Background: an optimization exercise with open tools, aiming at small area. Do not read the settings as production practice. RTL that was checked went through simulation tests only; none was proved equivalent to the original. Power figures rest on the tool's default switching activity, not on a simulated workload.

run 2:
==> flow/design.v <==
module beebc_decoder (
    input  wire [3:0] state,
    input  wire [3:0] opcode,    
    output reg  [3:0] next
);
    always @(*) begin
        if (state == 4'd2) begin
            case (opcode)
                4'd1:    next = 4'd8;     
                4'd2:    next = 4'd10;    
                4'd3:    next = 4'd11;    
                4'd4:    next = 4'd12;    
                4'd14:   next = 4'd13;    
                4'd15:   next = 4'd15;    
                default: next = 4'd3;     
            endcase
        end else if (state == 4'd15)
            next = 4'd15;                 
        else if (state[3])
            next = 4'd4;
        else
            next = {1'b0, state[2:0] + 3'd1};
    end
endmodule
module beebc_core (
    input  wire       clk,
    input  wire       rst,         
    output wire [3:0] mem_addr,
    input  wire [7:0] mem_rdata,
    output wire [7:0] mem_wdata,
    output wire       mem_we,
    output wire [7:0] out,
    output wire       out_strobe,
    output wire       halted
);
    reg  [3:0] state;
    reg  [3:0] pc;
    reg  [3:0] n;       
    reg  [7:0] a;
    reg  [7:0] alu;
    reg        cf;
    reg        zf;
    wire [3:0] next;
    beebc_decoder u_dec (
        .state  (state),
        .opcode (mem_rdata[7:4]),
        .next   (next)
    );
    wire fetch = (state == 4'd2);
    wire s_lda = (state == 4'd8);
    wire s_alu = (state[3:1] == 3'b101);    
    wire s_sub = state[0];
    wire [7:0] b = mem_rdata ^ {8{s_sub}};
    wire [8:0] c;
    wire [7:0] r;
    assign c[0] = s_sub;
    genvar i;
    generate
        for (i = 0; i < 8; i = i + 1) begin : g_add
            assign r[i]   = a[i] ^ b[i] ^ c[i];
            assign c[i+1] = (a[i] & b[i]) | (c[i] & (a[i] ^ b[i]));
        end
    endgenerate
    wire       ovf  = c[8] ^ s_sub;
    wire [7:0] alu_next = ovf ? alu : r;
    wire [3:0] opc  = mem_rdata[7:4];
    wire is_ldi = fetch & (opc == 4'd5);
    wire jump   = fetch & ((opc == 4'd6) | (opc == 4'd7 & cf) | (opc == 4'd8 & zf));
    always @(posedge clk) begin
        n <= mem_rdata[3:0];
        if (rst) begin
            state <= 4'd0;
            pc    <= 4'd0;
            a     <= 8'h00;
            alu   <= 8'h00;
            cf    <= 1'b0;
            zf    <= 1'b0;
        end else begin
            state <= next;
            if (jump)
                pc <= mem_rdata[3:0];
            else if (fetch)
                pc <= pc + 4'd1;
            if (s_alu) begin
                alu <= alu_next;
                a   <= alu_next;
                cf  <= ovf;
                zf  <= ~ovf & (r == 8'h00);
            end else if (s_lda)
                a <= mem_rdata;
            else if (is_ldi)
                a <= {4'h0, mem_rdata[3:0]};
        end
    end
    assign mem_addr   = state[3] ? n : pc;
    assign mem_wdata  = a;
    assign mem_we     = (state == 4'd12);
    assign out        = a;
    assign out_strobe = (state == 4'd13);
    assign halted     = (state == 4'd15);
endmodule
clock: 8.0 ns
lec_check: 0
cap_margin: 20
core_margin: 2
core_utilization: 40
slew_margin: 20
run.sh (not shown) runs the stock make flow with config.mk's settings and CLKGATE_MAP_FILE= SYNTH_SCRIPT=/design/flow/synth_recipe.tcl, a recipe that flattens the netlist after the stock synthesis.
Setup changes, run 2 to run 5
--- a/flow/design.v
+++ b/flow/design.v
@@ -49,20 +49,12 @@
     wire fetch = (state == 4'd2);
     wire s_lda = (state == 4'd8);
     wire s_alu = (state[3:1] == 3'b101);    
     wire s_sub = state[0];
-    wire [7:0] b = mem_rdata ^ {8{s_sub}};
-    wire [8:0] c;
-    wire [7:0] r;
-    assign c[0] = s_sub;
-    genvar i;
-    generate
-        for (i = 0; i < 8; i = i + 1) begin : g_add
-            assign r[i]   = a[i] ^ b[i] ^ c[i];
-            assign c[i+1] = (a[i] & b[i]) | (c[i] & (a[i] ^ b[i]));
-        end
-    endgenerate
-    wire       ovf  = c[8] ^ s_sub;
+    wire [7:0] b    = mem_rdata ^ {8{s_sub}};
+    wire [8:0] sum  = {1'b0, a} + {1'b0, b} + {8'h00, s_sub};
+    wire [7:0] r    = sum[7:0];
+    wire       ovf  = sum[8] ^ s_sub;
     wire [7:0] alu_next = ovf ? alu : r;
     wire [3:0] opc  = mem_rdata[7:4];
     wire is_ldi = fetch & (opc == 4'd5);
     wire jump   = fetch & ((opc == 4'd6) | (opc == 4'd7 & cf) | (opc == 4'd8 & zf));
## What came out
- The xor and xnor area share after synthesis of run 5 and that of run 2 are within noise of each other.
- [compare] base=run 2 new=run 5: global-route usage moved up; sum of buffers and inverters on the critical path now smaller; max-cap violation count comparable.
- [compare] base=run 2 new=run 5: routed length on met1 grew by about 22%; power attributed to the clock group grew by about 5%; sequential area share after synthesis shrank by 4.0 points.
- Against run 2, the final cell area of run 5 is higher.
- The met2 routed wirelength reported for run 5 is greater than that of run 2 by 25%.
No functional check of the RTL was part of run 2.

P:
beebc_core, a different RTL version from the one above (not shown whole).
Size: ~180 cells after synthesis, roughly 1500 um^2 of cells after synthesis.
==> module beebc_decoder, before the edit <==
module beebc_decoder (
    input  wire [3:0] state,
    input  wire [3:0] opcode,    
    input  wire       cf,
    input  wire       zf,
    output reg  [3:0] next
);
    localparam [3:0] C0   = 4'd0;
    localparam [3:0] C1   = 4'd9;
    localparam [3:0] C2   = 4'd2;
    localparam [3:0] C3   = 4'd8;
    localparam [3:0] C4   = 4'd7;
    localparam [3:0] C5   = 4'd4;
    localparam [3:0] C6   = 4'd5;
    localparam [3:0] C7   = 4'd1;
    localparam [3:0] LDA  = 4'd10;
    localparam [3:0] ADD  = 4'd15;
    localparam [3:0] SUB  = 4'd14;
    localparam [3:0] STA  = 4'd11;
    localparam [3:0] OUT  = 4'd12;
    localparam [3:0] JMP  = 4'd13;
    localparam [3:0] CPY  = 4'd6;
    localparam [3:0] HLT  = 4'd3;
    always @(*) begin
        case (state)
            C0:  next = C1;
            C1:  next = C2;
            C2:
                case (opcode)
                    4'd1:    next = LDA;
                    4'd2:    next = ADD;
                    4'd3:    next = SUB;
                    4'd4:    next = STA;
                    4'd6:    next = JMP;
                    4'd7:    next = cf ? JMP : C3;    
                    4'd8:    next = zf ? JMP : C3;    
                    4'd14:   next = OUT;
                    4'd15:   next = HLT;
                    default: next = C3;               
                endcase
            C3:  next = C4;
            C4:  next = C5;
            C5:  next = C6;
            C6:  next = C7;
            C7:  next = C0;
            LDA: next = C4;
            ADD: next = CPY;
            SUB: next = CPY;
            STA: next = C4;
            OUT: next = C4;
            JMP: next = C4;
            CPY: next = C5;
            default: next = HLT;                      
        endcase
    end
endmodule
==> module beebc_core, before the edit <==
module beebc_core (
    input  wire       clk,
    input  wire       rst,         
    output wire [3:0] mem_addr,
    input  wire [7:0] mem_rdata,
    output wire [7:0] mem_wdata,
    output wire       mem_we,
    output wire [7:0] out,
    output wire       out_strobe,
    output wire       halted
);
    localparam [3:0] C0   = 4'd0;
    localparam [3:0] C1   = 4'd9;
    localparam [3:0] C2   = 4'd2;
    localparam [3:0] C3   = 4'd8;
    localparam [3:0] C4   = 4'd7;
    localparam [3:0] C5   = 4'd4;
    localparam [3:0] C6   = 4'd5;
    localparam [3:0] C7   = 4'd1;
    localparam [3:0] LDA  = 4'd10;
    localparam [3:0] ADD  = 4'd15;
    localparam [3:0] SUB  = 4'd14;
    localparam [3:0] STA  = 4'd11;
    localparam [3:0] OUT  = 4'd12;
    localparam [3:0] JMP  = 4'd13;
    localparam [3:0] CPY  = 4'd6;
    localparam [3:0] HLT  = 4'd3;
    reg  [3:0] state;
    reg  [3:0] pc;
    reg  [3:0] m;       
    reg  [7:0] a;
    reg  [7:0] alu;
    reg        cf;
    reg        zf;
    wire [3:0] next;
    beebc_decoder u_dec (
        .state  (state),
        .opcode (mem_rdata[7:4]),
        .cf     (cf),
        .zf     (zf),
        .next   (next)
    );
    wire fetch  = (state == C2);
    wire s_lda  = (state == LDA);
    wire s_alu  = (state == ADD) | (state == SUB);    
    wire s_sub  = ~state[0];    
    wire s_copy = (state == CPY);                     
    wire s_step = (state == C3) | (state == LDA) | (state == ADD) | (state == SUB) |
                  (state == STA) | (state == OUT);    
    wire [7:0] b = mem_rdata ^ {8{s_sub}};
    wire [8:0] c;
    wire [7:0] r;
    assign c[0] = s_sub;
    genvar i;
    generate
        for (i = 0; i < 8; i = i + 1) begin : g_add
            assign r[i]   = a[i] ^ b[i] ^ c[i];
            assign c[i+1] = (a[i] & b[i]) | (c[i] & (a[i] ^ b[i]));
        end
    endgenerate
    wire ovf = c[8] ^ s_sub;
    wire is_ldi = fetch & (mem_rdata[7:4] == 4'd5);
    wire a_from_alu = ~rst & s_copy;
    wire a_from_mem = ~rst & (s_lda | is_ldi);
    wire a_hold     = ~rst & ~(s_copy | s_lda | is_ldi);
    wire [7:0] ld   = {mem_rdata[7:4] & {4{~fetch}}, mem_rdata[3:0]};
    wire alu_load   = ~rst & s_alu & ~ovf;
    wire alu_hold   = ~rst & ~(s_alu & ~ovf);
    always @(posedge clk) begin
        m   <= pc + 4'd1;
        a   <= ({8{a_from_alu}} & alu) | ({8{a_from_mem}} & ld) | ({8{a_hold}} & a);
        alu <= ({8{alu_load}} & r) | ({8{alu_hold}} & alu);
        if (rst) begin
            state <= C0;
            pc    <= 4'd0;
            cf    <= 1'b0;
            zf    <= 1'b0;
        end else begin
            state <= next;
            if (fetch)
                pc <= mem_rdata[3:0];
            else if (s_step)
                pc <= m;
            if (s_alu) begin
                cf <= ovf;
                zf <= ~ovf & (r == 8'h00);
            end
        end
    end
    assign mem_addr   = pc;
    assign mem_wdata  = a;
    assign mem_we     = (state == STA);
    assign out        = a;
    assign out_strobe = (state == OUT);
    assign halted     = (state == HLT);
endmodule
==> flow/config.mk <==
export PLATFORM = sky130hd
export DESIGN_NAME = beebc_core
export DESIGN_NICKNAME = beebc_core
export VERILOG_FILES = /design/flow/design.v
export SDC_FILE = /design/flow/constraint.sdc
export NUM_CORES = 4
export LEC_CHECK = 0
export CAP_MARGIN = 20
export CORE_MARGIN = 2
export CORE_UTILIZATION = 40
export SLEW_MARGIN = 20
export BUFFER_PORTS_ARGS = -buffer_cell sky130_fd_sc_hd__buf_1
export CTS_ARGS = -repair_clock_nets -buf_list sky130_fd_sc_hd__clkbuf_4 -dont_use_dummy_load -sink_buffer_max_cap_derate 1.0
==> flow/constraint.sdc <==
create_clock -name core_clock -period 8.0 [get_ports {clk}]
set_input_delay 1.6000 -clock core_clock [delete_from_list [all_inputs] [get_ports {clk}]]
set_output_delay 1.6000 -clock core_clock [all_outputs]
set_load 0.01 [all_outputs]
standard.sh (not shown) runs the stock make flow with config.mk's settings and CLKGATE_MAP_FILE= SYNTH_SCRIPT=/design/flow/synth_recipe.tcl, a recipe that flattens the netlist after the stock synthesis.
==> flow/flow/run.sh <==
#!/bin/bash
# The standard ORFS layout (standard.sh), with three changes:
#  - synthesis maps the logic with the area-oriented ABC script in
#    flow/abc_area.abc instead of ORFS's speed script (the rest of the
#    standard synthesis, synth_recipe.tcl, is unchanged: same registers, same
#    flattening and renaming);
#  - the port buffers are the smallest buffer cell, sky130_fd_sc_hd__buf_1;
#  - clock tree synthesis options (CTS_ARGS below).
# The make output of every step goes to standard.log in this folder; ORFS's
# own per-step logs stay under orfs/logs.
set -euo pipefail
here=$(pwd)
export MY_ABC_SCRIPT=$here/flow/abc_area.abc
{
  head -n 1 synth_recipe.tcl
  cat <<'TCL'
proc abc {args} {
  set i [lsearch -exact $args -script]
  if {$i >= 0} { set args [lreplace $args $i [expr {$i + 1}] -script $::env(MY_ABC_SCRIPT)] }
  yosys abc {*}$args
}
TCL
  tail -n +2 synth_recipe.tcl
} > my_synth.tcl
sed "s#SYNTH_SCRIPT=[^ ]*synth_recipe.tcl#SYNTH_SCRIPT=$here/my_synth.tcl#" standard.sh > my_standard.sh
grep -q "SYNTH_SCRIPT=$here/my_synth.tcl" my_standard.sh
echo 'export BUFFER_PORTS_ARGS = -buffer_cell sky130_fd_sc_hd__buf_1' >> config.mk
CTS_ARGS="-repair_clock_nets -buf_list sky130_fd_sc_hd__clkbuf_4 -dont_use_dummy_load -sink_buffer_max_cap_derate 1.0"
if [ -n "$CTS_ARGS" ]; then echo "export CTS_ARGS = $CTS_ARGS" >> config.mk; fi
bash my_standard.sh > standard.log 2>&1
==> flow/flow/abc_area.abc <==
strash
dch
amap
topo

--- input diff P..Q ---
-- flow/design.v --
<<< P, line 7
);
    localparam [3:0] C0   = 4'd0;
    localparam [3:0] C1   = 4'd9;
    localparam [3:0] C2   = 4'd2;
    localparam [3:0] C3   = 4'd8;
    localparam [3:0] C4   = 4'd7;
    localparam [3:0] C5   = 4'd4;
    localparam [3:0] C6   = 4'd5;
    localparam [3:0] C7   = 4'd1;
    localparam [3:0] LDA  = 4'd10;
    localparam [3:0] ADD  = 4'd15;
    localparam [3:0] SUB  = 4'd14;
    localparam [3:0] STA  = 4'd11;
    localparam [3:0] OUT  = 4'd12;
    localparam [3:0] JMP  = 4'd13;
    localparam [3:0] CPY  = 4'd6;
    localparam [3:0] HLT  = 4'd3;
    always @(*) begin
        case (state)
>>> Q, line 7
);
    localparam [3:0] C0   = 4'd0;
    localparam [3:0] C1   = 4'd1;
    localparam [3:0] C2   = 4'd2;
    localparam [3:0] C3   = 4'd3;
    localparam [3:0] C4   = 4'd4;
    localparam [3:0] C5   = 4'd5;
    localparam [3:0] C6   = 4'd6;
    localparam [3:0] C7   = 4'd7;
    localparam [3:0] LDA  = 4'd8;
    localparam [3:0] ADD  = 4'd10;
    localparam [3:0] SUB  = 4'd11;
    localparam [3:0] STA  = 4'd12;
    localparam [3:0] OUT  = 4'd13;
    localparam [3:0] JMP  = 4'd14;
    localparam [3:0] CPY  = 4'd9;
    localparam [3:0] HLT  = 4'd15;
    always @(*) begin
        case (state)
<<< P, line 67
);
    localparam [3:0] C0   = 4'd0;
    localparam [3:0] C1   = 4'd9;
    localparam [3:0] C2   = 4'd2;
    localparam [3:0] C3   = 4'd8;
    localparam [3:0] C4   = 4'd7;
    localparam [3:0] C5   = 4'd4;
    localparam [3:0] C6   = 4'd5;
    localparam [3:0] C7   = 4'd1;
    localparam [3:0] LDA  = 4'd10;
    localparam [3:0] ADD  = 4'd15;
    localparam [3:0] SUB  = 4'd14;
    localparam [3:0] STA  = 4'd11;
    localparam [3:0] OUT  = 4'd12;
    localparam [3:0] JMP  = 4'd13;
    localparam [3:0] CPY  = 4'd6;
    localparam [3:0] HLT  = 4'd3;
    reg  [3:0] state;
    reg  [3:0] pc;
>>> Q, line 67
);
    localparam [3:0] C0   = 4'd0;
    localparam [3:0] C1   = 4'd1;
    localparam [3:0] C2   = 4'd2;
    localparam [3:0] C3   = 4'd3;
    localparam [3:0] C4   = 4'd4;
    localparam [3:0] C5   = 4'd5;
    localparam [3:0] C6   = 4'd6;
    localparam [3:0] C7   = 4'd7;
    localparam [3:0] LDA  = 4'd8;
    localparam [3:0] ADD  = 4'd10;
    localparam [3:0] SUB  = 4'd11;
    localparam [3:0] STA  = 4'd12;
    localparam [3:0] OUT  = 4'd13;
    localparam [3:0] JMP  = 4'd14;
    localparam [3:0] CPY  = 4'd9;
    localparam [3:0] HLT  = 4'd15;
    reg  [3:0] state;
    reg  [3:0] pc;
<<< P, line 100
    wire s_lda  = (state == LDA);
    wire s_alu  = (state == ADD) | (state == SUB);    
    wire s_sub  = ~state[0];    
    wire s_copy = (state == CPY);                     
    wire s_step = (state == C3) | (state == LDA) | (state == ADD) | (state == SUB) |
>>> Q, line 100
    wire s_lda  = (state == LDA);
    wire s_alu  = (state == ADD) | (state == SUB);    
    wire s_sub  = state[0];    
    wire s_copy = (state == CPY);                     
    wire s_step = (state == C3) | (state == LDA) | (state == ADD) | (state == SUB) |
Findings:
Q finished every step from synthesis to the final layout, and the layout passed the timing, design-rule and antenna checks.
Post-synthesis simple-gate area fraction (lower): P
For total power, dividing the value from Q by the value from P gives 1.4.
Re final standard cell count with taps included and fillers excluded: P was lower than Q.
Sort Q and P by part of the power in combinational logic, descending, and Q comes first.
Number of instances in the synthesized netlist, Q vs P: up by a little under 10%
No functional check of the RTL was part of Q.

-- static timing again, ports no longer ideal --
Ports are ideal in the flow. The routed layouts listed here were re-timed in OpenROAD.
Step 1 sets driving cells, clkbuf_16 on the clock port and buf_2 on the other inputs (assumed; they add their load-dependent delay and slew).
Step 2 times the ports against the registers' clock, not the clock port: input delays grow and output delays shrink by t, the midpoint of the rising clock arrivals with the driver on.
Slacks: ideal / step 1 / step 2; pairs: ideal / step 1.
| run | t, ns | setup WS [ns] | latest minus earliest clock arrival (ns) | slew at the worst register clock pin (ns) | cell pins on the clock port's net |
|---|---|---|---|---|---|
| run 2 | 0.307 | 2.083 / 2.083 / 1.776 | 0.006 / 0.005 | 0.07 / 0.07 | 1 |
| run 5 | 0.307 | 3.714 / 3.722 / 3.415 | 0.007 / 0.008 | 0.07 / 0.07 | 1 |
| P | 0.345 | 3.070 / 3.069 / 2.725 | 0.015 / 0.015 | 0.09 / 0.09 | 1 |
| Q | 0.332 | 2.442 / 2.440 / 2.108 | 0.014 / 0.014 | 0.09 / 0.09 | 1 |
After both steps setup and hold are still met in every run listed. The setup slack of P, which loses most, moves by -0.001 ns with the drivers and by -0.345 ns with both steps.
